What follows belongs to an exercise in optimizing a design on an open flow for small area, a short achievable clock period and few clock cycles; a production flow would make more cautious choices. In this exercise RTL edits were held to simulation tests only and were not proved equivalent to the original.

==> flow/design.v <==
module dc_luma_p (
    input  wire [7:0]          r,
    input  wire [7:0]          g,
    output wire [22:0]         p            
);
    wire [8:0]  dr9 = {1'b0, r} - {1'b0, g};
    wire [22:0] u   = {15'd0, dr9[7:0]};
    assign p = (u << 14) - (u << 11) - (u << 9) + (u << 7) - (u << 4) - (u << 2) + u
             - (dr9[7] ? 23'd3566848 : 23'd0);        
endmodule
module dc_luma_t (
    input  wire [22:0] p,
    input  wire [7:0]  b,
    input  wire [7:0]  g,
    output wire [6:0]  th,
    output wire [2:0]  tc
);
    wire [8:0]  db9 = {1'b0, b} - {1'b0, g};
    wire [22:0] u   = {15'd0, db9[7:0]};
    wire [22:0] a1  = u << 12;
    wire [22:0] a2  = u << 9;
    wire [22:0] a3  = u << 7;
    wire [22:0] a4  = ~(u << 2);
    wire [22:0] a5  = db9[7] ? 23'd7177216 : 23'd0;
    wire [18:0] lo  = {3'd0, p[15:0]} + {3'd0, a1[15:0]} + {3'd0, a2[15:0]} + {3'd0, a3[15:0]}
                    + {3'd0, a4[15:0]} + {3'd0, a5[15:0]} + 19'd1;
    assign th = p[22:16] + a1[22:16] + a2[22:16] + a3[22:16] + a4[22:16] + a5[22:16];
    assign tc = lo[18:16];
endmodule
module dc_luma_b (
    input  wire [7:0] g,
    input  wire [6:0] th,
    input  wire [2:0] tc,
    output reg  [4:0] k
);
    wire [7:0] l = g + {th[6], th} + {5'd0, tc};
    always @(*) begin
        case (l)
            8'd0: k = 5'd0;
            8'd1: k = 5'd0;
            8'd2: k = 5'd0;
            8'd3: k = 5'd0;
            8'd4: k = 5'd0;
            8'd5: k = 5'd0;
            8'd6: k = 5'd1;
            8'd7: k = 5'd1;
            8'd8: k = 5'd1;
            8'd9: k = 5'd1;
            8'd10: k = 5'd1;
            8'd11: k = 5'd1;
            8'd12: k = 5'd1;
            8'd13: k = 5'd1;
            8'd14: k = 5'd1;
            8'd15: k = 5'd1;
            8'd16: k = 5'd2;
            8'd17: k = 5'd2;
            8'd18: k = 5'd2;
            8'd19: k = 5'd2;
            8'd20: k = 5'd2;
            8'd21: k = 5'd2;
            8'd22: k = 5'd2;
            8'd23: k = 5'd2;
            8'd24: k = 5'd2;
            8'd25: k = 5'd2;
            8'd26: k = 5'd2;
            8'd27: k = 5'd3;
            8'd28: k = 5'd3;
            8'd29: k = 5'd3;
            8'd30: k = 5'd3;
            8'd31: k = 5'd3;
            8'd32: k = 5'd3;
            8'd33: k = 5'd3;
            8'd34: k = 5'd3;
            8'd35: k = 5'd3;
            8'd36: k = 5'd3;
            8'd37: k = 5'd3;
            8'd38: k = 5'd4;
            8'd39: k = 5'd4;
            8'd40: k = 5'd4;
            8'd41: k = 5'd4;
            8'd42: k = 5'd4;
            8'd43: k = 5'd4;
            8'd44: k = 5'd4;
            8'd45: k = 5'd4;
            8'd46: k = 5'd4;
            8'd47: k = 5'd4;
            8'd48: k = 5'd5;
            8'd49: k = 5'd5;
            8'd50: k = 5'd5;
            8'd51: k = 5'd5;
            8'd52: k = 5'd5;
            8'd53: k = 5'd5;
            8'd54: k = 5'd5;
            8'd55: k = 5'd5;
            8'd56: k = 5'd5;
            8'd57: k = 5'd5;
            8'd58: k = 5'd5;
            8'd59: k = 5'd6;
            8'd60: k = 5'd6;
            8'd61: k = 5'd6;
            8'd62: k = 5'd6;
            8'd63: k = 5'd6;
            8'd64: k = 5'd6;
            8'd65: k = 5'd6;
            8'd66: k = 5'd6;
            8'd67: k = 5'd6;
            8'd68: k = 5'd6;
            8'd69: k = 5'd6;
            8'd70: k = 5'd7;
            8'd71: k = 5'd7;
            8'd72: k = 5'd7;
            8'd73: k = 5'd7;
            8'd74: k = 5'd7;
            8'd75: k = 5'd7;
            8'd76: k = 5'd7;
            8'd77: k = 5'd7;
            8'd78: k = 5'd7;
            8'd79: k = 5'd7;
            8'd80: k = 5'd8;
            8'd81: k = 5'd8;
            8'd82: k = 5'd8;
            8'd83: k = 5'd8;
            8'd84: k = 5'd8;
            8'd85: k = 5'd8;
            8'd86: k = 5'd8;
            8'd87: k = 5'd8;
            8'd88: k = 5'd8;
            8'd89: k = 5'd8;
            8'd90: k = 5'd8;
            8'd91: k = 5'd9;
            8'd92: k = 5'd9;
            8'd93: k = 5'd9;
            8'd94: k = 5'd9;
            8'd95: k = 5'd9;
            8'd96: k = 5'd9;
            8'd97: k = 5'd9;
            8'd98: k = 5'd9;
            8'd99: k = 5'd9;
            8'd100: k = 5'd9;
            8'd101: k = 5'd10;
            8'd102: k = 5'd10;
            8'd103: k = 5'd10;
            8'd104: k = 5'd10;
            8'd105: k = 5'd10;
            8'd106: k = 5'd10;
            8'd107: k = 5'd10;
            8'd108: k = 5'd10;
            8'd109: k = 5'd10;
            8'd110: k = 5'd10;
            8'd111: k = 5'd10;
            8'd112: k = 5'd11;
            8'd113: k = 5'd11;
            8'd114: k = 5'd11;
            8'd115: k = 5'd11;
            8'd116: k = 5'd11;
            8'd117: k = 5'd11;
            8'd118: k = 5'd11;
            8'd119: k = 5'd11;
            8'd120: k = 5'd11;
            8'd121: k = 5'd11;
            8'd122: k = 5'd11;
            8'd123: k = 5'd12;
            8'd124: k = 5'd12;
            8'd125: k = 5'd12;
            8'd126: k = 5'd12;
            8'd127: k = 5'd12;
            8'd128: k = 5'd12;
            8'd129: k = 5'd12;
            8'd130: k = 5'd12;
            8'd131: k = 5'd12;
            8'd132: k = 5'd12;
            8'd133: k = 5'd13;
            8'd134: k = 5'd13;
            8'd135: k = 5'd13;
            8'd136: k = 5'd13;
            8'd137: k = 5'd13;
            8'd138: k = 5'd13;
            8'd139: k = 5'd13;
            8'd140: k = 5'd13;
            8'd141: k = 5'd13;
            8'd142: k = 5'd13;
            8'd143: k = 5'd13;
            8'd144: k = 5'd14;
            8'd145: k = 5'd14;
            8'd146: k = 5'd14;
            8'd147: k = 5'd14;
            8'd148: k = 5'd14;
            8'd149: k = 5'd14;
            8'd150: k = 5'd14;
            8'd151: k = 5'd14;
            8'd152: k = 5'd14;
            8'd153: k = 5'd14;
            8'd154: k = 5'd14;
            8'd155: k = 5'd15;
            8'd156: k = 5'd15;
            8'd157: k = 5'd15;
            8'd158: k = 5'd15;
            8'd159: k = 5'd15;
            8'd160: k = 5'd15;
            8'd161: k = 5'd15;
            8'd162: k = 5'd15;
            8'd163: k = 5'd15;
            8'd164: k = 5'd15;
            8'd165: k = 5'd16;
            8'd166: k = 5'd16;
            8'd167: k = 5'd16;
            8'd168: k = 5'd16;
            8'd169: k = 5'd16;
            8'd170: k = 5'd16;
            8'd171: k = 5'd16;
            8'd172: k = 5'd16;
            8'd173: k = 5'd16;
            8'd174: k = 5'd16;
            8'd175: k = 5'd16;
            8'd176: k = 5'd17;
            8'd177: k = 5'd17;
            8'd178: k = 5'd17;
            8'd179: k = 5'd17;
            8'd180: k = 5'd17;
            8'd181: k = 5'd17;
            8'd182: k = 5'd17;
            8'd183: k = 5'd17;
            8'd184: k = 5'd17;
            8'd185: k = 5'd17;
            8'd186: k = 5'd18;
            8'd187: k = 5'd18;
            8'd188: k = 5'd18;
            8'd189: k = 5'd18;
            8'd190: k = 5'd18;
            8'd191: k = 5'd18;
            8'd192: k = 5'd18;
            8'd193: k = 5'd18;
            8'd194: k = 5'd18;
            8'd195: k = 5'd18;
            8'd196: k = 5'd18;
            8'd197: k = 5'd19;
            8'd198: k = 5'd19;
            8'd199: k = 5'd19;
            8'd200: k = 5'd19;
            8'd201: k = 5'd19;
            8'd202: k = 5'd19;
            8'd203: k = 5'd19;
            8'd204: k = 5'd19;
            8'd205: k = 5'd19;
            8'd206: k = 5'd19;
            8'd207: k = 5'd19;
            8'd208: k = 5'd20;
            8'd209: k = 5'd20;
            8'd210: k = 5'd20;
            8'd211: k = 5'd20;
            8'd212: k = 5'd20;
            8'd213: k = 5'd20;
            8'd214: k = 5'd20;
            8'd215: k = 5'd20;
            8'd216: k = 5'd20;
            8'd217: k = 5'd20;
            8'd218: k = 5'd21;
            8'd219: k = 5'd21;
            8'd220: k = 5'd21;
            8'd221: k = 5'd21;
            8'd222: k = 5'd21;
            8'd223: k = 5'd21;
            8'd224: k = 5'd21;
            8'd225: k = 5'd21;
            8'd226: k = 5'd21;
            8'd227: k = 5'd21;
            8'd228: k = 5'd21;
            8'd229: k = 5'd22;
            8'd230: k = 5'd22;
            8'd231: k = 5'd22;
            8'd232: k = 5'd22;
            8'd233: k = 5'd22;
            8'd234: k = 5'd22;
            8'd235: k = 5'd22;
            8'd236: k = 5'd22;
            8'd237: k = 5'd22;
            8'd238: k = 5'd22;
            8'd239: k = 5'd22;
            8'd240: k = 5'd23;
            8'd241: k = 5'd23;
            8'd242: k = 5'd23;
            8'd243: k = 5'd23;
            8'd244: k = 5'd23;
            8'd245: k = 5'd23;
            8'd246: k = 5'd23;
            8'd247: k = 5'd23;
            8'd248: k = 5'd23;
            8'd249: k = 5'd23;
            8'd250: k = 5'd23;
            8'd251: k = 5'd23;
            8'd252: k = 5'd23;
            8'd253: k = 5'd23;
            8'd254: k = 5'd23;
            8'd255: k = 5'd23;
            default: k = 5'd23;
        endcase
    end
endmodule
module dc_cube (
    input  wire [7:0]  x,
    output reg  [2:0]  l,
    output wire [4:0]  m                    
);
    reg [7:0] base;
    always @(*) begin
        if (x <= 8'd25)       begin l = 3'd0; base = 8'd0;   end
        else if (x <= 8'd76)  begin l = 3'd1; base = 8'd51;  end
        else if (x <= 8'd127) begin l = 3'd2; base = 8'd102; end
        else if (x <= 8'd178) begin l = 3'd3; base = 8'd153; end
        else if (x <= 8'd229) begin l = 3'd4; base = 8'd204; end
        else                  begin l = 3'd5; base = 8'd255; end
    end
    wire [7:0] up = x - base;
    wire [7:0] dn = base - x;
    assign m = (x >= base) ? up[4:0] : dn[4:0];
endmodule
module dc_gray (
    input  wire [7:0]  x,
    input  wire [4:0]  k,
    output wire [5:0]  m6,
    output wire        far
);
    reg [7:0] gv;
    always @(*) begin
        case (k)
            5'd0: gv = 8'd0;
            5'd1: gv = 8'd11;
            5'd2: gv = 8'd21;
            5'd3: gv = 8'd32;
            5'd4: gv = 8'd43;
            5'd5: gv = 8'd53;
            5'd6: gv = 8'd64;
            5'd7: gv = 8'd74;
            5'd8: gv = 8'd85;
            5'd9: gv = 8'd96;
            5'd10: gv = 8'd106;
            5'd11: gv = 8'd117;
            5'd12: gv = 8'd128;
            5'd13: gv = 8'd138;
            5'd14: gv = 8'd149;
            5'd15: gv = 8'd159;
            5'd16: gv = 8'd170;
            5'd17: gv = 8'd181;
            5'd18: gv = 8'd191;
            5'd19: gv = 8'd202;
            5'd20: gv = 8'd213;
            5'd21: gv = 8'd223;
            5'd22: gv = 8'd234;
            5'd23: gv = 8'd244;
            default: gv = 8'd244;
        endcase
    end
    wire [7:0] up = x - gv;
    wire [7:0] dn = gv - x;
    wire [7:0] m  = (x >= gv) ? up : dn;
    assign far = (m > 8'd43);
    assign m6  = m[5:0];
endmodule
module dc_div3 (
    input  wire [2:0] x,
    input  wire [7:0] n,
    output wire [2:0] q,
    output wire [2:0] r
);
    reg [5:0] qr;
    always @(*) begin
        case ({x, n[2:0]})
            6'd0: qr = 6'd0;
            6'd1: qr = 6'd0;
            6'd2: qr = 6'd0;
            6'd3: qr = 6'd0;
            6'd4: qr = 6'd0;
            6'd5: qr = 6'd0;
            6'd6: qr = 6'd0;
            6'd7: qr = 6'd0;
            6'd8: qr = 6'd0;
            6'd9: qr = 6'd8;
            6'd10: qr = 6'd1;
            6'd11: qr = 6'd1;
            6'd12: qr = 6'd1;
            6'd13: qr = 6'd1;
            6'd14: qr = 6'd1;
            6'd15: qr = 6'd1;
            6'd16: qr = 6'd0;
            6'd17: qr = 6'd16;
            6'd18: qr = 6'd8;
            6'd19: qr = 6'd2;
            6'd20: qr = 6'd2;
            6'd21: qr = 6'd2;
            6'd22: qr = 6'd2;
            6'd23: qr = 6'd2;
            6'd24: qr = 6'd0;
            6'd25: qr = 6'd24;
            6'd26: qr = 6'd9;
            6'd27: qr = 6'd8;
            6'd28: qr = 6'd3;
            6'd29: qr = 6'd3;
            6'd30: qr = 6'd3;
            6'd31: qr = 6'd3;
            6'd32: qr = 6'd0;
            6'd33: qr = 6'd32;
            6'd34: qr = 6'd16;
            6'd35: qr = 6'd9;
            6'd36: qr = 6'd8;
            6'd37: qr = 6'd4;
            6'd38: qr = 6'd4;
            6'd39: qr = 6'd4;
            6'd40: qr = 6'd0;
            6'd41: qr = 6'd40;
            6'd42: qr = 6'd17;
            6'd43: qr = 6'd10;
            6'd44: qr = 6'd9;
            6'd45: qr = 6'd8;
            6'd46: qr = 6'd5;
            6'd47: qr = 6'd5;
            6'd48: qr = 6'd0;
            6'd49: qr = 6'd48;
            6'd50: qr = 6'd24;
            6'd51: qr = 6'd16;
            6'd52: qr = 6'd10;
            6'd53: qr = 6'd9;
            6'd54: qr = 6'd8;
            6'd55: qr = 6'd6;
            6'd56: qr = 6'd0;
            6'd57: qr = 6'd56;
            6'd58: qr = 6'd25;
            6'd59: qr = 6'd17;
            6'd60: qr = 6'd11;
            6'd61: qr = 6'd10;
            6'd62: qr = 6'd9;
            6'd63: qr = 6'd8;
            default: qr = 6'd0;
        endcase
    end
    wire big = |n[7:3];
    assign q = big ? 3'd0 : qr[5:3];
    assign r = big ? x    : qr[2:0];
endmodule
module dither_core (
    input  wire        clk,
    input  wire        rst,           
    input  wire        start,         
    input  wire [1:0]  op,            
    input  wire [15:0] width,
    input  wire [15:0] height,
    input  wire [15:0] stride,
    input  wire [15:0] src_base,
    input  wire [15:0] dbuf_base,
    input  wire [7:0]  qstep,
    input  wire        dout,
    output reg         busy,
    output reg         done,          
    output reg  [2:0]  err_code,      
    output reg         mem_req,
    output reg         mem_we,
    output reg  [15:0] mem_addr,
    output reg  [7:0]  mem_wdata,
    input  wire [7:0]  mem_rdata
);
    localparam S_IDLE = 3'd0;
    localparam S_LOOP = 3'd1;
    localparam S_XTRA = 3'd2;
    localparam S_EVAL = 3'd3;
    localparam S_LG   = 3'd4;
    localparam S_MAP  = 3'd5;
    localparam S_DTH  = 3'd6;
    localparam S_CMP  = 3'd7;
    reg [2:0]  state;
    reg [1:0]  ph;            
    reg [1:0]  opr;
    reg [15:0] wr;            
    reg [15:0] st;            
    reg [7:0]  nq;            
    reg        dq;            
    reg [15:0] hc;            
    reg [15:0] cc;            
    reg [15:0] pa, pb;        
    reg        pa16, pb16, ov1, ov2;
    reg        first, drain;
    reg [1:0]  cl;            
    reg        pw, pw2;       
    reg        nf;            
    reg        near;          
    reg [7:0]  curv;          
    reg [7:0]  ob;            
    reg [7:0]  b1, b2;        
    reg [7:0]  rq;            
    reg [7:0]  qq;            
    reg [7:0]  e;             
    reg signed [6:0] t7s;     
    reg [4:0]  gkr;           
    reg [7:0]  xb;            
    wire is_map  = (opr == 2'd1);
    wire is_dth  = (opr == 2'd2);
    wire fast    = |wr[15:2];
    wire lastrow = (hc == 16'd1);
    wire row_full = (cc == wr);
    wire more_pix = !(row_full && lastrow);
    wire idle    = (state == S_IDLE);
    wire accept  = idle && start;
    reg         p_bsel;       
    reg  [16:0] pa_op;
    reg  [16:0] pb_op;
    wire [16:0] pa_base = p_bsel ? {1'b0, mem_addr} : {pa16, pa};
    wire [16:0] pb_base = p_bsel ? {1'b0, mem_addr} : {pb16, pb};
    wire [17:0] pa_sum  = {1'b0, pa_base} + {1'b0, pa_op};
    wire [17:0] pb_sum  = {1'b0, pb_base} + {1'b0, pb_op};
    wire [22:0] luma_p;
    wire [6:0] luma_th;
    wire [2:0] luma_tc;
    wire [4:0] luma_k;
    wire [7:0] gray_idx = 8'd232 + {3'd0, gkr};
    dc_luma_p u_luma_p (.r(ob), .g(curv), .p(luma_p));
    dc_luma_t u_luma_t (.p({qq[6:0], b1, b2}), .b(curv), .g(ob), .th(luma_th), .tc(luma_tc));
    dc_luma_b u_luma_b (.g(ob), .th(qq[6:0]), .tc(b2[2:0]), .k(luma_k));
    wire [2:0]  cube_l;
    wire [4:0]  cube_m;
    wire [5:0]  gray_m;
    wire        gray_far;
    dc_cube u_cube (.x(xb), .l(cube_l), .m(cube_m));
    dc_gray u_gray (.x(xb), .k(gkr), .m6(gray_m), .far(gray_far));
    reg  [10:0] dcr;          
    reg  [12:0] dgr;          
    reg  [5:0]  gdr;          
    reg         gfar;         
    reg  [2:0]  clr;          
    reg  [4:0]  cmr;          
    wire [11:0] gsq     = gdr * gdr;
    wire [9:0]  csq     = cmr * cmr;
    reg  [7:0]  cw;
    always @(*) begin
        case (ph)
            2'd3:    cw = {3'd0, clr, 2'b00} + {clr, 5'b00000};       
            2'd0:    cw = {4'd0, clr, 1'b0} + {3'd0, clr, 2'b00};     
            default: cw = {5'd0, clr};                                
        endcase
    end
    wire [10:0] dc_n    = ((ph == 2'd3) ? 11'd0 : dcr) + {1'b0, csq};
    wire [7:0]  ci_n    = ((ph == 2'd3) ? 8'd16 : e) + cw;
    wire [12:0] dg_n    = ((ph == 2'd3) ? 13'd0 : dgr) + {1'b0, gsq};
    wire        near_n  = ((ph == 2'd3) | near) & ~gfar;
    wire        gray_win = near && (dgr < {2'b00, dcr});
    wire       es   = e[7];
    wire [6:0] em   = e[6:0];
    wire [9:0] em5  = {1'b0, em, 2'b00} + {3'b000, em};
    wire [8:0] em3  = {1'b0, em, 1'b0} + {2'b00, em};
    function [7:0] satadd;
        input [7:0] x;
        input       neg;
        input [5:0] t;
        reg   [9:0] s;
        begin
            s = {2'b00, x} + ({4'b0000, t} ^ {10{neg}}) + {9'd0, neg};
            if (s[9])      satadd = 8'd0;
            else if (s[8]) satadd = 8'd255;
            else           satadd = s[7:0];
        end
    endfunction
    wire a1  = cl[1] & ~pw;
    wire rb0 = fast & nf & (cl == 2'd1);
    wire rb1 = fast & nf & (cl == 2'd2);
    wire m7  = a1;
    wire m1  = a1;
    wire m5  = (cl[1] & ~pw2) | rb0;
    wire m3  = ((cl == 2'd3) & ~pw2) | rb0;
    wire wb  = ((cl == 2'd3) & ~lastrow) | rb0 | rb1;
    wire [6:0] t7u  = m7 ? t7s : 7'd0;
    wire [9:0] olds = {2'b00, curv} + {{3{t7u[6]}}, t7u};
    wire [7:0] old  = olds[9] ? 8'd0 : (olds[8] ? 8'd255 : olds[7:0]);
    wire [7:0] nb2w = satadd(b2,   es, m3 ? {1'b0, em3[8:4]} : 6'd0);
    wire [7:0] nb2  = satadd(b1,   es, m5 ? em5[9:4] : 6'd0);
    wire [7:0] nb1  = satadd(ob,   es, m1 ? {3'b000, em[6:4]} : 6'd0);
    wire [2:0] d0_q, d0_r;
    dc_div3 u_div3 (.x(old[7:5]), .n(nq), .q(d0_q), .r(d0_r));
    wire [8:0] d1_t = {5'd0, d0_r, old[4]};
    wire [9:0] d1_s = {1'b0, d1_t} - {2'b00, nq};
    wire       d1_q = ~d1_s[9];
    wire [7:0] d1_r = d1_s[9] ? d1_t[7:0] : d1_s[7:0];
    reg  [1:0] dv_bits;
    reg  [7:0] dv_r;
    reg  [1:0] dv_q;
    reg  [8:0] dv_t;
    reg  [9:0] dv_s;
    integer    j;
    always @(*) begin
        dv_bits = (ph == 2'd1) ? curv[3:2] : curv[1:0];
        dv_r = rq;
        for (j = 1; j >= 0; j = j - 1) begin
            dv_t = {dv_r, dv_bits[j]};
            dv_s = {1'b0, dv_t} - {2'b00, nq};
            dv_q[j] = ~dv_s[9];
            dv_r = dv_s[9] ? dv_t[7:0] : dv_s[7:0];
        end
    end
    wire [9:0]  rd_s   = {1'b0, rq, 1'b0} - {2'b00, nq};
    wire        up     = ~rd_s[9];
    wire [7:0]  nmr    = nq - rq;                        
    wire [6:0]  err_m  = up ? nmr[6:0] : rq[6:0];
    wire [7:0]  q_n    = qq + {7'd0, up};
    wire [8:0]  qn     = {1'b0, curv} + ({2'b00, err_m} ^ {9{~up}}) + {8'd0, ~up};
    wire [7:0]  out_n  = dq ? ((up & qn[8]) ? 8'd255 : qn[7:0]) : q_n;
    wire [9:0]  t7m    = {err_m, 3'b000} - {3'b000, err_m};
    wire [6:0]  t7n    = up ? (7'd0 - {1'b0, t7m[9:4]}) : {1'b0, t7m[9:4]};
    wire [15:0] src_s  = {b1, b2};
    wire [15:0] dbuf_s = mem_addr;
    wire e1_big = ov1 | (pa16 & |pa);
    wire e2_big = ov2 | (pb16 & |pb);
    wire src_lt = first;
    wire dbf_lt = drain;
    reg [2:0] chk;
    always @(*) begin
        if (opr == 2'd3)                                       chk = 3'd1;
        else if (is_dth && nq == 8'd0)                         chk = 3'd3;
        else if (wr == 16'd0 || hc == 16'd0 ||
                 (!is_dth && src_lt && dbf_lt))                chk = 3'd7;
        else if (e1_big || (!is_dth && e2_big))                chk = 3'd6;
        else                                                   chk = 3'd0;
    end
    reg        pa_en, pb_en, ma_en, ma_pb;
    reg        req_n, we_n, req_en;
    reg        cc_en;  reg [1:0] cc_sel;      
    reg        hc_dec;
    reg        st_en;  reg [1:0] st_sel;      
    reg        wd_en;  reg [1:0] wd_sel;      
    reg        fin;                           
    reg        err_en;
    reg  [2:0] state_n; reg [1:0] ph_n;
    reg        ov_en;
    always @(*) begin
        p_bsel  = 1'b0;
        pa_op   = 17'h1ffff;                     
        pb_op   = 17'h1ffff;                     
        pa_en = 1'b0; pb_en = 1'b0; ma_en = 1'b0; ma_pb = 1'b0;
        req_n = 1'b0; we_n = 1'b0; req_en = 1'b0;
        cc_en = 1'b0; cc_sel = 2'd0; hc_dec = 1'b0;
        st_en = 1'b0; st_sel = 2'd0;
        wd_en = 1'b0; wd_sel = 2'd0;
        fin = 1'b0; err_en = 1'b0; ov_en = 1'b0;
        state_n = state; ph_n = ph;
        case (state)
            S_IDLE: begin
                req_en = 1'b1;
                if (start) state_n = S_LOOP;
            end
            S_LOOP: begin
                pa_op = {1'b0, wr};
                pb_op = first ? (is_map ? {wr, 1'b0} : {1'b0, wr}) : {1'b0, st};
                if (hc != 16'd0) begin
                    pa_en = 1'b1; pb_en = ~is_dth; ov_en = 1'b1;
                    cc_en = 1'b1;
                end
                if (cc == hc) begin
                    st_en = 1'b1; st_sel = {1'b0, is_map};
                end
                if (cc == hc || hc == 16'd0)
                    state_n = is_map ? S_XTRA : S_CMP;
            end
            S_XTRA: begin
                pb_op = {1'b0, wr};
                pb_en = 1'b1; ov_en = 1'b1;
                st_en = 1'b1; st_sel = 2'd0;
                state_n = S_CMP;
            end
            S_CMP: begin
                pa_op = ~{1'b0, src_s};
                pb_op = ~{1'b0, dbuf_s};
                st_en = is_map; st_sel = 2'd3;
                state_n = S_EVAL;
            end
            S_EVAL: begin
                req_en = 1'b1;
                if (chk != 3'd0) begin
                    fin = 1'b1; err_en = 1'b1;
                    state_n = S_IDLE;
                end else begin
                    err_en = 1'b1;
                    st_en = 1'b1; st_sel = 2'd2;
                    req_n = 1'b1; we_n = 1'b0;
                    pb_en = 1'b1; ma_en = 1'b1; ma_pb = 1'b1;
                    cc_en = 1'b1;
                    if (is_dth) begin
                        p_bsel  = 1'b1;
                        pa_op   = 17'h1fffe;             
                        pb_op   = {1'b0, wr};            
                        pa_en   = 1'b1;
                        cc_sel  = 2'd2;
                        ph_n    = 2'd1;
                        state_n = S_DTH;
                    end else begin
                        if (is_map) pb_op = 17'h1fffd;   
                        cc_sel  = 2'd1;
                        ph_n    = 2'd0;
                        state_n = (opr == 2'd0) ? S_LG : S_MAP;
                    end
                end
            end
            S_LG: begin
                req_en = 1'b1;
                pb_op  = row_full ? {1'b1, st} : 17'h1ffff;
                if (ph == 2'd0) begin
                    ph_n = 2'd1;
                    if (!first) begin
                        req_n = 1'b1; we_n = 1'b1;
                        pa_en = 1'b1; ma_en = 1'b1;
                    end
                end else if (drain) begin
                    fin = 1'b1;
                    state_n = S_IDLE;
                end else begin
                    wd_en = 1'b1; wd_sel = 2'd0;
                    if (more_pix) begin
                        ph_n  = 2'd0;
                        req_n = 1'b1;
                        pb_en = 1'b1; ma_en = 1'b1; ma_pb = 1'b1;
                        cc_en = 1'b1; cc_sel = row_full ? 2'd1 : 2'd0;
                        hc_dec = row_full;
                    end else begin
                        req_n = 1'b1; we_n = 1'b1;
                        pa_en = 1'b1; ma_en = 1'b1;
                    end
                end
            end
            S_MAP: begin
                req_en = 1'b1;
                pb_op  = (ph == 2'd3) ? (row_full ? {1'b1, st} : 17'h1fffb) : 17'd1;
                case (ph)
                    2'd0: begin
                        ph_n  = 2'd1;
                        if (!drain) begin
                            req_n = 1'b1;
                            pb_en = 1'b1; ma_en = 1'b1; ma_pb = 1'b1;
                        end
                    end
                    2'd1: begin
                        wd_en = 1'b1; wd_sel = 2'd1;
                        ph_n  = 2'd2;
                        if (!drain) begin
                            req_n = 1'b1;
                            pb_en = 1'b1; ma_en = 1'b1; ma_pb = 1'b1;
                        end
                    end
                    2'd2: begin
                        wd_en = ~gray_win; wd_sel = 2'd0;
                        ph_n = 2'd3;
                        if (cl == 2'd2 || (drain && pw)) begin
                            req_n = 1'b1; we_n = 1'b1;
                            pa_en = 1'b1; ma_en = 1'b1;
                        end
                    end
                    default: begin
                        ph_n = 2'd0;
                        if (drain && pw) begin
                            fin = 1'b1;
                            state_n = S_IDLE;
                        end else if (!drain && more_pix) begin
                            req_n = 1'b1;
                            pb_en = 1'b1; ma_en = 1'b1; ma_pb = 1'b1;
                            cc_en = 1'b1; cc_sel = row_full ? 2'd1 : 2'd0;
                            hc_dec = row_full;
                        end
                    end
                endcase
            end
            S_DTH: begin
                req_en = 1'b1;
                case (ph)
                    2'd0: begin
                        pb_op = (cl == 2'd0) ? 17'd1 : 17'd4;
                        wd_en = 1'b1; wd_sel = 2'd2;
                        if (lastrow && pw && !pw2) begin
                            fin = 1'b1;
                            state_n = S_IDLE;
                        end else begin
                            ph_n  = 2'd1;
                            req_n = 1'b1;
                            pb_en = 1'b1; ma_en = 1'b1; ma_pb = 1'b1;
                        end
                    end
                    2'd1: begin
                        pa_op = 17'd2;
                        ph_n  = 2'd2;
                        req_n = 1'b1;
                        pa_en = 1'b1; ma_en = 1'b1;
                    end
                    2'd2: begin
                        pb_op = 17'h1fffd;               
                        ph_n  = 2'd3;
                        req_n = wb; we_n = 1'b1;
                        pb_en = 1'b1; ma_en = 1'b1; ma_pb = 1'b1;
                    end
                    default: begin
                        pa_op = (pw2 & ~lastrow) ? 17'h1fffc : 17'h1ffff;
                        wd_en = 1'b1; wd_sel = 2'd3;
                        ph_n  = 2'd0;
                        req_n = (cl != 2'd0) & ~pw; we_n = 1'b1;
                        pa_en = 1'b1; ma_en = 1'b1;
                        cc_en = 1'b1;
                        if (fast && row_full && !pw && !lastrow) begin
                            cc_sel = 2'd1; hc_dec = 1'b1;
                        end else if (pw2 && !lastrow) begin
                            cc_sel = 2'd2; hc_dec = 1'b1;
                        end
                    end
                endcase
            end
            default: state_n = S_IDLE;
        endcase
    end
    always @(posedge clk) begin
        if (rst) begin
            state   <= S_IDLE;
            busy    <= 1'b0;
            done    <= 1'b0;
            mem_req <= 1'b0;
        end else begin
            state <= state_n;
            done  <= fin;
            if (accept)      busy <= 1'b1;
            else if (fin)    busy <= 1'b0;
            if (req_en)      mem_req <= req_n;
        end
    end
    always @(posedge clk) begin
        ph <= ph_n;
        if (req_en) mem_we <= we_n;
        if (err_en) err_code <= chk;
        if (idle) begin
            opr <= op;
            wr  <= width;
            nq  <= qstep;
            dq  <= dout;
        end
        if (idle)       pa <= dbuf_base;
        else if (pa_en)   pa <= pa_sum[15:0];
        if (idle)       pb <= src_base;
        else if (pb_en)   pb <= pb_sum[15:0];
        if (idle)       mem_addr <= dbuf_base;
        else if (ma_en)   mem_addr <= ma_pb ? pb_sum[15:0] : pa_sum[15:0];
        if (idle) begin
            pa16 <= 1'b0; pb16 <= 1'b0; ov1 <= 1'b0; ov2 <= 1'b0;
        end else if (ov_en) begin
            if (pa_en) begin pa16 <= pa_sum[16]; ov1 <= ov1 | pa_sum[17]; end
            if (pb_en) begin pb16 <= pb_sum[16]; ov2 <= ov2 | pb_sum[17]; end
        end
        if (idle)       st <= stride;
        else if (st_en) begin
            if (st_sel == 2'd2) st <= ~st;
            else                st <= st - (st_sel[1] ? 16'hfffc : st_sel[0] ? {wr[14:0], 1'b0} : wr);
        end
        if (idle)       hc <= height;
        else if (hc_dec)  hc <= hc - 16'd1;
        if (idle)       cc <= 16'd1;
        else if (cc_en) begin
            case (cc_sel)
                2'd0:    cc <= cc + 16'd1;
                2'd1:    cc <= 16'd1;
                default: cc <= 16'd0;
            endcase
        end
        if (wd_en) begin
            case (wd_sel)
                2'd0:    mem_wdata <= (state == S_MAP) ? e : mem_rdata;
                2'd1:    mem_wdata <= gray_idx;
                2'd2:    mem_wdata <= nb2w;
                default: mem_wdata <= out_n;
            endcase
        end
        if (idle)                              first <= 1'b1;
        else if (state == S_LOOP)                first <= 1'b0;
        else if (state == S_CMP)                 first <= ov1 | pa_sum[17];
        else if (state == S_EVAL)                first <= 1'b1;
        else if (state == S_LG && ph == 2'd1)    first <= 1'b0;
        if (state == S_CMP) begin
            drain <= ov2 | pb_sum[17];
        end else if (state == S_EVAL) begin
            drain <= 1'b0; cl <= 2'd0; pw <= 1'b0; pw2 <= 1'b0; nf <= 1'b0;
        end else if (state == S_LG) begin
            if (ph == 2'd1 && !more_pix) drain <= 1'b1;
        end else if (state == S_MAP) begin
            if (ph == 2'd3) begin
                if (cl != 2'd2) cl <= cl + 2'd1;
                if (drain)      pw <= 1'b1;
                if (!more_pix)  drain <= 1'b1;
            end
        end else if (state == S_DTH && ph == 2'd3) begin
            if (fast && row_full && !pw && !lastrow) begin
                cl <= 2'd1; nf <= 1'b1;
            end else if (pw2 && !lastrow) begin
                cl <= 2'd0; pw <= 1'b0; pw2 <= 1'b0; nf <= 1'b1;
            end else begin
                if (cl != 2'd3) cl <= cl + 2'd1;
                if (row_full)   pw <= 1'b1;
                if (pw)         pw2 <= 1'b1;
            end
        end
        if (state == S_DTH) begin
            case (ph)
                2'd0: begin
                    curv <= old;
                    b2   <= nb2;
                    b1   <= nb1;
                end
                2'd2: ob <= mem_rdata;
                2'd3: begin
                    curv <= mem_rdata;
                    e    <= {up, err_m};
                    t7s  <= t7n;
                end
                default: ;
            endcase
            case (ph)
                2'd0: begin
                    rq <= d1_r;
                    qq <= {qq[3:0], d0_q, d1_q};
                end
                2'd1, 2'd2: begin
                    rq <= dv_r;
                    qq <= {qq[5:0], dv_q};
                end
                default: ;
            endcase
        end else if (state == S_MAP) begin
            gdr  <= gray_m;
            gfar <= gray_far;
            clr  <= cube_l;
            cmr  <= cube_m;
            if (ph != 2'd2) begin
                dcr <= dc_n;
                e   <= ci_n;
                dgr  <= dg_n;
                near <= near_n;
            end
            case (ph)
                2'd0: begin
                    qq[6:0] <= luma_th;
                    b2[2:0] <= luma_tc;
                end
                2'd1: gkr     <= luma_k;
                2'd3: {qq[6:0], b1, b2} <= luma_p;
                default: ;
            endcase
            if (ph != 2'd0) begin
                curv <= mem_rdata;
                ob   <= curv;
                rq   <= ob;
                xb   <= rq;
            end
        end else if (idle) begin
            {b1, b2} <= src_base;
        end
    end
endmodule
==> flow/flow/run.sh <==
#!/bin/bash
# The standard layout, with every input and output port buffered by a
# sky130_fd_sc_hd__buf_2 instead of the delay buffer buffer_ports picks by
# default.  Each tool's output stays in orfs/logs; make's own output goes to
# standard.log.
set -euo pipefail
export BUFFER_PORTS_ARGS="-buffer_cell sky130_fd_sc_hd__buf_2"
bash standard.sh > standard.log 2>&1
==> flow/standard.sh <==
#!/bin/bash
# synth_recipe.tcl (not shown) runs the flow's synth.tcl, then flattens the netlist and writes it again
# the make line also repeats each setting of config.mk as NAME=value (left out here)
make -C /OpenROAD-flow-scripts/flow DESIGN_CONFIG=/design/flow/config.mk WORK_HOME=/design/flow/orfs CLKGATE_MAP_FILE= SYNTH_SCRIPT=/design/flow/synth_recipe.tcl "${@:-finish}"
==> flow/config.mk <==
export PLATFORM = sky130hd
export DESIGN_NAME = dither_core
export DESIGN_NICKNAME = dither_core
export VERILOG_FILES = /design/flow/design.v
export SDC_FILE = /design/flow/constraint.sdc
export NUM_CORES = 4
export LEC_CHECK = 0
export CAP_MARGIN = 20
export CORE_MARGIN = 2
export CORE_UTILIZATION = 40
export SLEW_MARGIN = 20
==> flow/constraint.sdc <==
create_clock -name core_clock -period 30.0 [get_ports {clk}]
set_input_delay 6.0000 -clock core_clock [delete_from_list [all_inputs] [get_ports {clk}]]
set_output_delay 6.0000 -clock core_clock [all_outputs]
set_load 0.01 [all_outputs]
==> results of run 1 <==
## logic make-up (layout without fill, tap and decap cells)
kind of cell,count (synthesis),after routing
AOI/OAI and AO/OA,927,927
xor gates and xnor gates,265,265
adders and majority gates,481,481
buffers and inverters,442,540
DFF,270,270
muxes,96,96
and+or+nand+nor,980,980
## through the flow
stage                     instance area (um^2)  hold WS [ns]  worst slack (ns)  util, %
after floorplan                          30200         0.463             22.94        -
after global placement                   31800         0.501             22.51     42.6
after detailed placement                 31800         0.509             22.57     42.6
after CTS                                33100         0.523             22.69     44.4
after global routing                     33100         0.550             22.68     44.4
final                                    33100         0.516             22.67     44.4
## flip-flops by register name, summed over array words and instances (netlist names), 11 cells and up
register and count:
wr 16, st 16, mem_addr 16, pb 16
hc 16, pa 16, cc 16, dcr 11
dgr 13
## cell usage in the layout, fill, tap and decap left out, types with 55 or more instances in the layout
cell      netlist  routed
nor2_1        263     261
edfxtp_1      243     243
xnor2_1       134     134
a21o_1         82      82
nand3_1        76      76
ha_1          389     388
a211oi_1       55      55
xor2_1        131     131
o21ai_0       178     174
a21oi_1       273     272
buf_2          12     132
inv_1         300     300
nand2_1       348     347
fa_1           91      91
## worst max path at each step
stage                               start                    end  depth (start not counted)
global route        mem_addr[1]$_DFFE_PP_            mem_addr[1]                          1
CTS                 mem_addr[1]$_DFFE_PP_            mem_addr[1]                          1
global placement                    start  state[2]$_SDFFE_PP0P_                          6
finish              mem_addr[1]$_DFFE_PP_            mem_addr[1]                          1
floorplan                           start  state[2]$_SDFFE_PP0P_                          5
detailed placement                  start  state[2]$_SDFFE_PP0P_                          6
## cell type report
class                           count  area (um^2)
Timing Repair Buffer              167          935
Multi-Input combinational cell   2749        20700
Tap cell                          969         1210
Fill cell                        7387        41400
Inverter                          305         1150
Clock buffer                       45         1010
Sequential cell                   270         7840
Clock inverter                     23          309
## layer usage
metal / routed length (um) / vias up / GRT usage [%]
met2: 43400 / 809 / 39.7
met4: 2950 / 0 / 7.62
li1: - / 12500 / -
met1: 42500 / 12300 / 32.5
met3: 5770 / 155 / 3.49
met5: 0 / - / 0
==> results.txt, run 1 <==
- Achievable Freq: 137 MHz
- Setup TNS: 0 ns
- Top-count cell post-synth: ha_1
- Net Count, Synth: 4043
- Cell Count Post-Placement: 4459
- Buffers on Ports: 132
- Drt first pass iters: 6
- Crit path time final: 7.33 ns
- Post-synth ARST share: 0%
- Area contributors post-synth: edfxtp_1 24%, ha_1 16%, fa_1 6.0%
- Worst Skew: 0.0479 ns
- Area grow syn2layout: 9.80%
- Hold buffers post-CTS: 0
- CTS Root Cell: clkbuf_16
- Via count: 25800
- #FFs+latches synth: 270
- Die Wd: 279 um
- Max clock buf depth: 3
- Fraction of layout cells with a size suffix above 1: 9.50%
- Critical path's largest stage delay: 0.53 ns
- Worst Setup End Kind: output pin
- R2r startpoint: curv[1]$_DFFE_PP_
- Bufs and invs on worst path: 1
- DRT Wirelength: 94600 um
- Diodes inserted: 0
- Cell family with most CP delay: flip-flops
- Max-slew headroom at the worst pin: 23.8%
- Synth top area share: 24.2%
- CP Class: reg2out
- Rows: 100
- Die area: 77600 um^2
- Total gr overflow: 0
- Ports: 133
- Type of the most critical hold path: reg2reg
- DR WL/cell: 20.9 um
- Post-Synth Adder-Cell Area: 22.2%
- Vias in the first global route: 25100
- CTS tree: done
- CORE AREA: 74600 um^2
- GPL Wtd Cong: 0.961
- Worst EP arrival: 1.33 ns
- Status: complete, no violations
- Yosys Warn Count: 5
- Compound-Gate Fraction of Synth Area: 20.0%
- Largest family of logic cells by synthesized area: adder cells
- Clk Latency, worst-skew pair: 0.59 ns
- DR iter-0 viols: 2275
- Critical-path cell with the highest stage delay: edfxtp_1
- First-pass GRT wire length: 146000 um
- Xor/xnor share of the synthesized area: 7.69%
- Cts repair resizes: 0
- Area leader, netlist: edfxtp_1
- Post-CTS Setup Bufs: 0
- Nets: 4113
- Fin. Hold Viols: 0
- Initial Util: 40.5%
- Post-synthesis cell count: 3461
- CP required: 24.00 ns
- Largest net degree at the start of global routing: 68
- CP Cell Sequence: buf_2
- Dpl hpwl: 73700 um
- Setup violations, final: 0
- Least-Margin Pin Slew: 1.14 ns
- Clock sink total: 270
- RSZ-0062 raised after global routing: no
- Depth of the most critical reg-to-reg path: 23
- Crit share post-route: 24.4%
- Worst hold stages: 2
- Slew Limit Fails: 0
- Worst-path clk slew: 0.06 ns
- Simple-Gate Fraction of Synth Area: 15.1%
- Hold Path End: busy$_SDFFE_PP0P_
- CP Max Fanout: 4
- Vias per inst: 5.69
- Syn_area_per_cell: 8.72 um^2
- Overall die height: 279 um
- Startpoint types: flip-flop
- Post-synth top flop: edfxtp_1
- Mux contribution to synthesized area: 3.41%
- Final ANT Viol Nets: 0
- Max-cap viol count: 0
- HP Start: busy$_SDFFE_PP0P_
- Commonest cells in the synthesized netlist: 389 x ha_1, 348 x nand2_1, 300 x inv_1
- Initial antenna violation count: 0
- Sequential share of the synthesized area: 26.0%
- Worst reg2reg setup slack: 23.10 ns
- RR Endpoint: qq[1]$_DFFE_PP_
- # DRC: 0
- Num CTS Buffers: 38
- Final Non-Filler Cells: 4528
- Number of flops mapped to enable cells by yosys: 243
- Cell Area, Synth: 30200 um^2
- Number of unique standard cell types used by synthesis: 103
- # H-tree levels: 2
- Global Route Usage Sum: 24.1%
Testbench counts, summed over its fixed seeds: cycles 97,441.
==> inputs of run 2 (changes only) <==
--- a/flow/design.v
+++ b/flow/design.v
@@ -519,8 +519,7 @@
     wire        gray_far;
     dc_cube u_cube (.x(xb), .l(cube_l), .m(cube_m));
     dc_gray u_gray (.x(xb), .k(gkr), .m6(gray_m), .far(gray_far));
-    reg  [10:0] dcr;          
-    reg  [12:0] dgr;          
+    reg  [13:0] ddr;          
     reg  [5:0]  gdr;          
     reg         gfar;         
     reg  [2:0]  clr;          
@@ -535,11 +534,10 @@
             default: cw = {5'd0, clr};                                
         endcase
     end
-    wire [10:0] dc_n    = ((ph == 2'd3) ? 11'd0 : dcr) + {1'b0, csq};
+    wire [13:0] dd_n    = ((ph == 2'd3) ? 14'd0 : ddr) + {2'b00, gsq} - {4'b0000, csq};
     wire [7:0]  ci_n    = ((ph == 2'd3) ? 8'd16 : e) + cw;
-    wire [12:0] dg_n    = ((ph == 2'd3) ? 13'd0 : dgr) + {1'b0, gsq};
     wire        near_n  = ((ph == 2'd3) | near) & ~gfar;
-    wire        gray_win = near && (dgr < {2'b00, dcr});
+    wire        gray_win = near && ddr[13];
     wire       es   = e[7];
     wire [6:0] em   = e[6:0];
     wire [9:0] em5  = {1'b0, em, 2'b00} + {3'b000, em};
@@ -567,9 +565,16 @@
     wire [6:0] t7u  = m7 ? t7s : 7'd0;
     wire [9:0] olds = {2'b00, curv} + {{3{t7u[6]}}, t7u};
     wire [7:0] old  = olds[9] ? 8'd0 : (olds[8] ? 8'd255 : olds[7:0]);
-    wire [7:0] nb2w = satadd(b2,   es, m3 ? {1'b0, em3[8:4]} : 6'd0);
-    wire [7:0] nb2  = satadd(b1,   es, m5 ? em5[9:4] : 6'd0);
-    wire [7:0] nb1  = satadd(ob,   es, m1 ? {3'b000, em[6:4]} : 6'd0);
+    reg  [7:0] sa_x;
+    reg  [5:0] sa_t;
+    always @(*) begin
+        case (ph)
+            2'd0:    begin sa_x = b2; sa_t = m3 ? {1'b0, em3[8:4]} : 6'd0;  end
+            2'd1:    begin sa_x = b1; sa_t = m5 ? em5[9:4] : 6'd0;          end
+            default: begin sa_x = ob; sa_t = m1 ? {3'b000, em[6:4]} : 6'd0; end
+        endcase
+    end
+    wire [7:0] nbw  = satadd(sa_x, es, sa_t);
     wire [2:0] d0_q, d0_r;
     dc_div3 u_div3 (.x(old[7:5]), .n(nq), .q(d0_q), .r(d0_r));
     wire [8:0] d1_t = {5'd0, d0_r, old[4]};
@@ -861,7 +866,7 @@
             case (wd_sel)
                 2'd0:    mem_wdata <= (state == S_MAP) ? e : mem_rdata;
                 2'd1:    mem_wdata <= gray_idx;
-                2'd2:    mem_wdata <= nb2w;
+                2'd2:    mem_wdata <= nbw;
                 default: mem_wdata <= out_n;
             endcase
         end
@@ -895,12 +900,12 @@
         end
         if (state == S_DTH) begin
             case (ph)
-                2'd0: begin
-                    curv <= old;
-                    b2   <= nb2;
-                    b1   <= nb1;
+                2'd0: curv <= old;
+                2'd1: b2   <= nbw;
+                2'd2: begin
+                    b1 <= nbw;
+                    ob <= mem_rdata;
                 end
-                2'd2: ob <= mem_rdata;
                 2'd3: begin
                     curv <= mem_rdata;
                     e    <= {up, err_m};
@@ -925,9 +930,8 @@
             clr  <= cube_l;
             cmr  <= cube_m;
             if (ph != 2'd2) begin
-                dcr <= dc_n;
+                ddr <= dd_n;
                 e   <= ci_n;
-                dgr  <= dg_n;
                 near <= near_n;
             end
             case (ph)
==> run 2 against run 1 <==
Net effect: clock skew shrank 0.0013 ns; maximum frequency is 0.60% higher; count of clock-buffer cells in the layout shrank 4; sequential cell count is 10 lower; sequential share of layout area is 0.13 points higher; first-iteration DRC count shrank 5.5%; largest cell class unchanged.
==> results.txt, run 2 <==
- Status: complete, no violations
- Crit share post-route: 24.3% (-0.15 points)
- Depth of the most critical reg-to-reg path: 23 (unchanged)
- Worst Skew: 0.0465 ns (-0.00134 ns)
- Num CTS Buffers: 35 (-7.9%)
- # H-tree levels: 2 (unchanged)
- GPL Wtd Cong: 0.935 (-2.7%)
- Post-CTS Setup Bufs: 0 (unchanged)
- Post-Place Setup Slack: 22.85 ns (+0.277 ns)
- Vias per inst: 5.69 (about the same)
- Top-count cell post-synth: nand2_1
- Synth top area share: 24.1% (-0.12 points)
- Post-Synth Adder-Cell Area: 22.8% (+0.58 points)
- #FFs+latches synth: 260 (-3.7%)
- Hold buffers post-CTS: 0 (unchanged)
- Commonest cells in the synthesized netlist: 387 x nand2_1, 363 x ha_1, 324 x inv_1
- CORE AREA: 71700 um^2 (-3.8%)
- CP Max Fanout: 4 (unchanged)
- Total gr overflow: 0 (unchanged)
- Ports: 133 (unchanged)
- Via count: 25000 (-2.9%)
- Sequential share of the synthesized area: 25.9% (-0.054 points)
- Cell Count Post-Placement: 4332 (-2.8%)
- Number of unique standard cell types used by synthesis: 91 (-12%)
- Vias in the first global route: 24000 (-4.4%)
- Post-synthesis cell count: 3363 (-2.8%)
- Initial Util: 40.5% (+0.074 points)
- Xor/xnor share of the synthesized area: 7.14% (-0.55 points)
- Final core utilization: 44.2% (-0.26 points)
- Crit path time final: 7.28 ns (-0.0439 ns)
- # fillers: 7117 (-3.7%)
- Net Count, Synth: 3931 (-2.8%)
- Setup TNS: 0 ns (unchanged)
- Final Non-Filler Cells: 4393 (-3.0%)
- Nets: 3987 (-3.1%)
- Syn_area_per_cell: 8.65 um^2 (-0.82%)
- Initial antenna violation count: 1 (+1)
- Cell Area, Synth: 29100 um^2 (-3.6%)
- Most frequent cells in the layout: 386 x nand2_1, 362 x ha_1, 323 x inv_1
- Area grow syn2layout: 8.96%
- DRT Wirelength: 91400 um (-3.4%)
- HP Start: pb16$_SDFFE_PP0P_
- Area leader, netlist: edfxtp_1
- Bufs and invs on worst path: 1 (unchanged)
- Slew Limit Fails: 0 (unchanged)
- DR iter-0 viols: 2149 (-5.5%)
- CP required: 24.00 ns (about the same)
- Metal3 WL: 5630 um (-2.4%)
- Worst-path clk slew: 0.06 ns (about the same)
- WL met1: 41300 um (-2.7%)
- Critical-path cell with the highest stage delay: edfxtp_1
- Area contributors post-synth: edfxtp_1 24%, ha_1 16%, fa_1 7.1%
- Achievable Freq: 137 MHz (+0.60%)
- DR WL/cell: 20.8 um (-0.47%)
- CTS Root Cell: clkbuf_16
- Dpl hpwl: 70200 um (-4.8%)
- Worst hold stages: 2 (unchanged)
- Rows: 98 (-2.0%)
- Top sig layer: met5
- Fraction of layout cells with a size suffix above 1: 8.95% (-0.55 points)
- Crit. Startpoint: mem_addr[2]$_DFFE_PP_
- Post-synth top flop: edfxtp_1
- Cell family with most CP delay: flip-flops
- Number of flops mapped to enable cells by yosys: 233 (-4.1%)
- Max-slew headroom at the worst pin: 23.7% (-0.081 points)
- Diodes inserted: 0 (unchanged)
- Worst EP arrival: 1.28 ns (-0.05 ns)
- Post-synth ARST share: 0% (unchanged)
- Max clock buf depth: 3 (unchanged)
- Worst Setup End Kind: output pin
- Compound-Gate Fraction of Synth Area: 19.1% (-0.83 points)
- CP Cell Sequence: buf_2
- R2r startpoint: curv[1]$_DFFE_PP_
- Fin. Hold Viols: 0 (unchanged)
- Critical path's largest stage delay: 0.50 ns (-0.03 ns)
- CTS tree: done
- Most common cell after layout, fill and taps aside: nand2_1
- Final ANT Viol Nets: 0 (unchanged)
- Type of the most critical hold path: reg2reg
- Least-Margin Pin Slew: 1.14 ns (+0.00506 ns)
- Global Route Usage Sum: 24.1% (+0.072 points)
- Yosys Warn Count: 5 (unchanged)
- Setup slack after layout: 22.72 ns (+0.0439 ns)
- Startpoint types: flip-flop
- Clock sink total: 260 (-3.7%)
- CP Class: reg2out
- Max-cap viol count: 0 (unchanged)
- Metal2 WL: 41500 um (-4.4%)
- Die area: 74900 um^2 (-3.6%)
- Clk Latency, worst-skew pair: 0.57 ns (-0.02 ns)
- Largest family of logic cells by synthesized area: adder cells
- Largest net degree at the start of global routing: 80 (+18%)
- Buffers on Ports: 132 (unchanged)
- First-pass GRT wire length: 141000 um (-3.6%)
- RSZ-0062 raised after global routing: no
- Drt first pass iters: 5 (-1)
- Cts repair resizes: 0 (unchanged)
- Die Wd: 274 um (-1.8%)
- # DRC: 0 (unchanged)
- Mux contribution to synthesized area: 3.37% (-0.048 points)
- Levels on crit path: 1 (unchanged)
- Setup violations, final: 0 (unchanged)
- Simple-Gate Fraction of Synth Area: 15.3% (+0.14 points)
- Overall die height: 274 um (-1.8%)
run 2: cell families after synthesis:
family | after synthesis
simple gates | 957
compound gates | 874
buf+inv | 476
fa+ha+maj | 468
flops | 260
xor+xnor | 237
mux | 91
run 2: final timing paths:
check | endpoint | slack, ns
hold / removal | pb16$_SDFFE_PP0P_ | 0.48
setup / recovery | mem_addr[2] | 22.72
setup reg to reg | qq[4]$_DFFE_PP_ | 23.30
hold reg to reg | pb16$_SDFFE_PP0P_ | 0.48
run 2: layer usage:
layer | track usage [%] | vias up
met3 | 2.69 | 139
met4 | 7.36 | 2
met1 | 34.0 | 12000
met2 | 38.7 | 810
li1 | - | 12000
met5 | 0 | -
run 2: metrics by stage:
stage	cell area, um^2	hold WS, ns
final	31700	0.484
after global routing	31700	0.527
after CTS	31700	0.477
after detailed placement	30600	0.461
after global placement	30600	0.464
after floorplan	29100	0.442
run 2: final cells by class:
type | instances | area, um^2 | area share (%)
tap | 950 | 1190 | 3.75
clock buffer | 41 | 908 | 2.87
clock inverter | 20 | 168 | 0.529
multi-input combinational | 2627 | 19700 | 62.3
inverter | 331 | 1240 | 3.93
sequential | 260 | 7540 | 23.8
timing repair buffer | 164 | 901 | 2.84
Testbench counts of run 2, summed over its fixed seeds: cycles 97,441.
==> inputs of run 3 (changes only) <==
--- a/flow/design.v
+++ b/flow/design.v
@@ -520,10 +520,10 @@
     dc_cube u_cube (.x(xb), .l(cube_l), .m(cube_m));
     dc_gray u_gray (.x(xb), .k(gkr), .m6(gray_m), .far(gray_far));
     reg  [13:0] ddr;          
-    reg  [5:0]  gdr;          
-    reg         gfar;         
-    reg  [2:0]  clr;          
-    reg  [4:0]  cmr;          
+    wire [5:0]  gdr  = t7s[5:0];    
+    wire        gfar = t7s[6];      
+    wire [2:0]  clr  = nq[7:5];     
+    wire [4:0]  cmr  = nq[4:0];     
     wire [11:0] gsq     = gdr * gdr;
     wire [9:0]  csq     = cmr * cmr;
     reg  [7:0]  cw;
@@ -540,8 +540,7 @@
     wire        gray_win = near && ddr[13];
     wire       es   = e[7];
     wire [6:0] em   = e[6:0];
-    wire [9:0] em5  = {1'b0, em, 2'b00} + {3'b000, em};
-    wire [8:0] em3  = {1'b0, em, 1'b0} + {2'b00, em};
+    wire [9:0] em35 = (ph[0] ? {1'b0, em, 2'b00} : {2'b00, em, 1'b0}) + {3'b000, em};
     function [7:0] satadd;
         input [7:0] x;
         input       neg;
@@ -569,8 +568,8 @@
     reg  [5:0] sa_t;
     always @(*) begin
         case (ph)
-            2'd0:    begin sa_x = b2; sa_t = m3 ? {1'b0, em3[8:4]} : 6'd0;  end
-            2'd1:    begin sa_x = b1; sa_t = m5 ? em5[9:4] : 6'd0;          end
+            2'd0:    begin sa_x = b2; sa_t = m3 ? {1'b0, em35[8:4]} : 6'd0; end
+            2'd1:    begin sa_x = b1; sa_t = m5 ? em35[9:4] : 6'd0;         end
             default: begin sa_x = ob; sa_t = m1 ? {3'b000, em[6:4]} : 6'd0; end
         endcase
     end
@@ -925,10 +924,8 @@
                 default: ;
             endcase
         end else if (state == S_MAP) begin
-            gdr  <= gray_m;
-            gfar <= gray_far;
-            clr  <= cube_l;
-            cmr  <= cube_m;
+            t7s  <= {gray_far, gray_m};
+            nq   <= {cube_l, cube_m};
             if (ph != 2'd2) begin
                 ddr <= dd_n;
                 e   <= ci_n;
==> run 3 against run 2 <==
Net effect: via count rose by 1.5%; clock skew rose by 0.0027 ns; synthesized cell count rose by 1.6%; count of clock-buffer cells in the layout decreased by 6; global-route usage increased by 0.37 points; first-iteration DRC count is 20% higher.
==> results.txt, run 3 <==
- Max-cap viol count: 0 (unchanged)
- Max clock buf depth: 3 (unchanged)
- CP required: 24.00 ns (about the same)
- Nets: 4033 (+1.2%)
- Hold buffers post-CTS: 0 (unchanged)
- Buffers on Ports: 132 (unchanged)
- Critical path's largest stage delay: 0.56 ns (+0.06 ns)
- Ports: 133 (unchanged)
- Rows: 97 (-1.0%)
- Critical-path cell with the highest stage delay: edfxtp_1
- Global Route Usage Sum: 24.5% (+0.37 points)
- Post-Synth Adder-Cell Area: 23.0% (+0.23 points)
- # DRC: 0 (unchanged)
- Simple-Gate Fraction of Synth Area: 17.4% (+2.1 points)
- DR iter-0 viols: 2584 (+20%)
- Number of flops mapped to enable cells by yosys: 210 (-9.9%)
- Net Count, Synth: 3979 (+1.2%)
- Syn_area_per_cell: 8.33 um^2 (-3.6%)
- Drt first pass iters: 6 (+1)
- Area contributors post-synth: edfxtp_1 22%, ha_1 16%, fa_1 7.2%
- RSZ-0062 raised after global routing: no
- CP Cell Sequence: buf_2
- Fraction of layout cells with a size suffix above 1: 8.36% (-0.59 points)
- Initial antenna violation count: 5 (+4)
- Num CTS Buffers: 31 (-11%)
- Worst Skew: 0.0493 ns (+0.00271 ns)
- Post-synthesis cell count: 3416 (+1.6%)
- Vias per inst: 5.73 (+0.56%)
- CORE AREA: 70300 um^2 (-2.0%)
- GPL Wtd Cong: 0.950 (+1.5%)
- Post-CTS Setup Bufs: 0 (unchanged)
- Sequential share of the synthesized area: 24.6% (-1.3 points)
- Achievable Freq: 135 MHz (-1.6%)
- Bufs and invs on worst path: 1 (unchanged)
- Compound-Gate Fraction of Synth Area: 19.3% (+0.16 points)
- Post-synth top flop: edfxtp_1
- Largest net degree at the start of global routing: 90 (+13%)
- Post-Place Setup Slack: 22.85 ns (+0.00350 ns)
- Cell Area, Synth: 28500 um^2 (-2.1%)
- Most common cell after layout, fill and taps aside: nand2_1
- Setup violations, final: 0 (unchanged)
- Xor/xnor share of the synthesized area: 7.16% (+0.022 points)
- Startpoint types: flip-flop
- Worst Setup End Kind: output pin
- Area leader, netlist: edfxtp_1
- Vias in the first global route: 24000 (+0.013%)
- Mux contribution to synthesized area: 2.33% (-1.0 points)
- Crit path time final: 7.40 ns (+0.116 ns)
- WHS: 0.510 ns (+0.0264 ns)
- CTS tree: done
- Cell family with most CP delay: flip-flops
- Largest family of logic cells by synthesized area: adder cells
- Initial Util: 40.5% (about the same)
- Total gr overflow: 0 (unchanged)
- Least-Margin Pin Slew: 1.06 ns (-0.0805 ns)
- Die Wd: 271 um (-1.0%)
- Clk Latency, worst-skew pair: 0.62 ns (+0.05 ns)
- Status: complete, no violations
- Clock sink total: 245 (-5.8%)
- Cell Count Post-Placement: 4377 (+1.0%)
- Overall die height: 271 um (-1.0%)
- Die area: 73300 um^2 (-2.1%)
- Setup TNS: 0 ns (unchanged)
- Crit share post-route: 24.7% (+0.39 points)
- Fin. Hold Viols: 0 (unchanged)
- Dpl hpwl: 72200 um (+2.9%)
- Final ANT Viol Nets: 0 (unchanged)
- Max-slew headroom at the worst pin: 29.0% (+5.3 points)
- DRT Wirelength: 92300 um (+0.97%)
- # H-tree levels: 1 (-1)
- Synth top area share: 22.2% (-1.9 points)
- #FFs+latches synth: 245 (-5.8%)
- Most frequent cells in the layout: 470 x nand2_1, 357 x ha_1, 310 x inv_1
- First-pass GRT wire length: 141000 um (about the same)
- Commonest cells in the synthesized netlist: 471 x nand2_1, 358 x ha_1, 310 x inv_1
- Worst-path clk slew: 0.07 ns (about the same)
- Final Non-Filler Cells: 4436 (+0.98%)
- Post-synth ARST share: 0% (unchanged)
- Slew Limit Fails: 0 (unchanged)
- Yosys Warn Count: 5 (unchanged)
- CTS Root Cell: clkbuf_16
- Type of the most critical hold path: reg2reg
- Setup slack after layout: 22.60 ns (-0.116 ns)
- DR WL/cell: 20.8 um (about the same)
- Worst EP arrival: 1.40 ns (+0.12 ns)
- CP Class: reg2out
- Top-count cell post-synth: nand2_1
- Area grow syn2layout: 9.12%
- CP Max Fanout: 3 (-1)
- Number of unique standard cell types used by synthesis: 97 (+6.6%)
- Cts repair resizes: 0 (unchanged)
- Via count: 25400 (+1.5%)
[run 3: path summary, 6_finish.rpt]
check | from | to | slack [ns] | cells past startpoint
worst max register to register | curv[0]$_DFFE_PP_ | qq[1]$_DFFE_PP_ | 23.05 | 25
worst max-delay path | mem_addr[2]$_DFFE_PP_ | mem_addr[2] | 22.60 | 1
worst min register to register | busy$_SDFFE_PP0P_ | busy$_SDFFE_PP0P_ | 0.51 | 2
worst min-delay path | busy$_SDFFE_PP0P_ | busy$_SDFFE_PP0P_ | 0.51 | 2
[run 3: per-layer routing]
metal | GRT usage [%] | vias to the layer above | part of all wire, %
met5 | 0 | - | 0
li1 | - | 12100 | -
met3 | 2.44 | 143 | 7.4
met2 | 39.3 | 979 | 45
met4 | 6.98 | 0 | 2.8
met1 | 35.0 | 12100 | 45
[run 3: cell type report]
class / instances / area, um^2
clock buffer: 35 / 791
tap: 940 / 1180
antenna: 2 / 5.00
sequential: 245 / 7010
clock inverter: 22 / 214
fill: 7014 / 39200
multi-input combinational: 2708 / 19700
inverter: 316 / 1190
timing repair buffer: 168 / 931
[run 3: stage by stage]
stage	util (%)	instance area, um^2
2_1_floorplan	-	28500
3_3_place_gp	42.7	30000
3_5_place_dp	42.7	30000
4_1_cts	44.2	31000
5_1_grt	44.2	31100
6_report	44.2	31100
[run 3: logic make-up after synthesis]
family | after synthesis
muxes | 63
AOI/OAI and AO/OA | 870
adders and majority gates | 462
buffers and inverters | 463
DFF | 245
xor gates and xnor gates | 231
and+or+nand+nor | 1082
Testbench counts of run 3, summed over its fixed seeds: cycles 97,441.
==> inputs of run 4 (changes only) <==
--- a/flow/config.mk
+++ b/flow/config.mk
@@ -8,4 +8,6 @@
 export CAP_MARGIN = 20
 export CORE_MARGIN = 2
 export CORE_UTILIZATION = 40
+export CTS_CLUSTER_DIAMETER = 100
+export CTS_CLUSTER_SIZE = 30
 export SLEW_MARGIN = 20
==> run 4 against run 3 <==
Net effect: still clean on timing, DRC and antenna; worst hold slack worse by 0.0064 ns; sequential cell count stayed put; critical path depth stayed put; utilization is 0.63 points lower; count of clock-buffer cells in the layout is 16 lower.
==> results.txt, run 4 <==
- Final ANT Viol Nets: 0 (unchanged)
- Number of unique standard cell types used by synthesis: 97 (unchanged)
- Critical-path cell with the highest stage delay: edfxtp_1
- Top-count cell post-synth: nand2_1
- Critical path's largest stage delay: 0.57 ns (about the same)
- Top sig layer: met5
- Post-synth ARST share: 0% (unchanged)
- Worst reg2reg setup slack: 23.01 ns (-0.04 ns)
- Nets: 4018 (-0.37%)
- Status: complete, no violations
- Startpoint types: flip-flop
- Setup slack after layout: 22.65 ns (+0.0513 ns)
- Ports: 133 (unchanged)
- HP Start: pb16$_SDFFE_PP0P_
- RSZ-0062 raised after global routing: no
- Synth top area share: 22.2% (unchanged)
- DRT Wirelength: 91600 um (-0.77%)
- Die Wd: 271 um (unchanged)
- Area leader, netlist: edfxtp_1
- Metal2 WL: 41500 um (-0.49%)
- Most frequent cells in the layout: 470 x nand2_1, 357 x ha_1, 310 x inv_1
- Worst EP arrival: 1.35 ns (-0.05 ns)
- Most common cell after layout, fill and taps aside: nand2_1
- Max clock buf depth: 3 (unchanged)
- Setup TNS: 0 ns (unchanged)
- Setup violations, final: 0 (unchanged)
- GPL Wtd Cong: 0.950 (unchanged)
- Depth of the most critical reg-to-reg path: 24 (-4.0%)
- Num CTS Buffers: 16 (-48%)
- Cell family with most CP delay: flip-flops
- CORE AREA: 70300 um^2 (unchanged)
- Achievable Freq: 136 MHz (+0.70%)
- Bufs and invs on worst path: 1 (unchanged)
- Via count: 25300 (-0.51%)
- Crit path time final: 7.35 ns (-0.0513 ns)
- Sequential share of the synthesized area: 24.6% (unchanged)
- Die area: 73300 um^2 (unchanged)
- Worst-path clk slew: 0.12 ns (+0.05 ns)
- #FFs+latches synth: 245 (unchanged)
- Finished Cell Area: 30600 um^2 (-1.4%)
- Cts repair resizes: 0 (unchanged)
- Post-synthesis cell count: 3416 (unchanged)
- Worst Setup End Kind: output pin
- Final core utilization: 43.6% (-0.63 points)
- Commonest cells in the synthesized netlist: 471 x nand2_1, 358 x ha_1, 310 x inv_1
- CP Max Fanout: 3 (unchanged)
-- run 4: cell count changes in the layout (fill, tap and decap cells not counted) --
cell	before	now
clkinv_2	6	0
clkbuf_16	31	17
clkinv_8	0	2
clkinv_4	4	1
bufinv_16	3	0
clkinv_1	7	3
inv_6	2	1
inv_16	0	2
inv_12	0	1
clkbuf_1	4	2
clkinvlp_4	2	0
inv_8	1	2
-- run 4: metal layers --
| layer | up-vias | track usage, % |
|---|---|---|
| li1 | 12100 | - |
| met1 | 12100 | 34.8 |
| met2 | 946 | 39.1 |
| met3 | 123 | 2.35 |
| met4 | 2 | 6.82 |
| met5 | - | 0 |
-- run 4: per-stage QoR --
step | instances | hold slack [ns]
after floorplan | 3416 | 0.444
after global placement | 4377 | 0.464
after detailed placement | 4377 | 0.473
after CTS | 4405 | 0.490
after global routing | 4407 | 0.536
final | 4407 | 0.504
-- run 4: cells by family (layout without fill, tap and decap cells) --
kind of cell,Yosys count,in the layout,synth area share (%)
buffers and inverters,463,512,6.18
DFF,245,245,24.6
and+or+nand+nor,1082,1082,17.4
adders and majority gates,462,462,23.0
AOI/OAI and AO/OA,870,870,19.3
muxes,63,63,2.33
other,0,2,0
xor gates and xnor gates,231,231,7.16
-- run 4: how the worst max path moves through the flow --
| stage | start | slack (ns) | end | depth (start not counted) |
|---|---|---|---|---|
| floorplan | start | 23.16 | state[0]$_SDFFE_PP0P_ | 5 |
| global placement | start | 22.86 | state[0]$_SDFFE_PP0P_ | 6 |
| detailed placement | start | 22.85 | state[0]$_SDFFE_PP0P_ | 6 |
| CTS | mem_addr[2]$_DFFE_PP_ | 22.66 | mem_addr[2] | 1 |
| global route | curv[1]$_DFFE_PP_ | 22.58 | qq[1]$_DFFE_PP_ | 24 |
| finish | mem_addr[2]$_DFFE_PP_ | 22.65 | mem_addr[2] | 1 |
-- run 4: layout make-up --
| cell class | count | area [um^2] |
|---|---|---|
| Inverter | 316 | 1190 |
| Tap cell | 940 | 1180 |
| Sequential cell | 245 | 7010 |
| Clock buffer | 19 | 433 |
| Timing Repair Buffer | 168 | 931 |
| Multi-Input combinational cell | 2708 | 19700 |
| Antenna cell | 2 | 5.00 |
| Fill cell | 7061 | 39700 |
| Clock inverter | 9 | 129 |

static timing again, ports no longer ideal:
In the flow no input, the clock included, has a driving cell. The finished layouts below were timed again as built, in two steps. Step 1 assumes that a clkbuf_16 drives the clock port and a buf_2 every other input. Step 2 times the ports against the registers' clock, not the clock port: input delays grow and output delays shrink by t, the midpoint of the rising clock arrivals with the driver on. Slacks: no drivers / after step 1 / after step 2; pairs: no drivers / after step 1.
| run | t, ns | setup slack, ns | cell pins on the clock port's net |
|---|---|---|---|
| run 1 | 0.633 | 22.674 / 22.609 / 22.549 | 1 |
| run 2 | 0.606 | 22.718 / 22.664 / 22.817 | 1 |
| run 3 | 0.661 | 22.602 / 22.538 / 22.863 | 1 |
| run 4 | 0.595 | 22.653 / 22.590 / 22.833 | 1 |
After both steps every run listed still meets setup and hold. For run 1, which loses most, drivers alone change the setup slack by -0.065 ns; drivers and shift together by -0.125 ns.
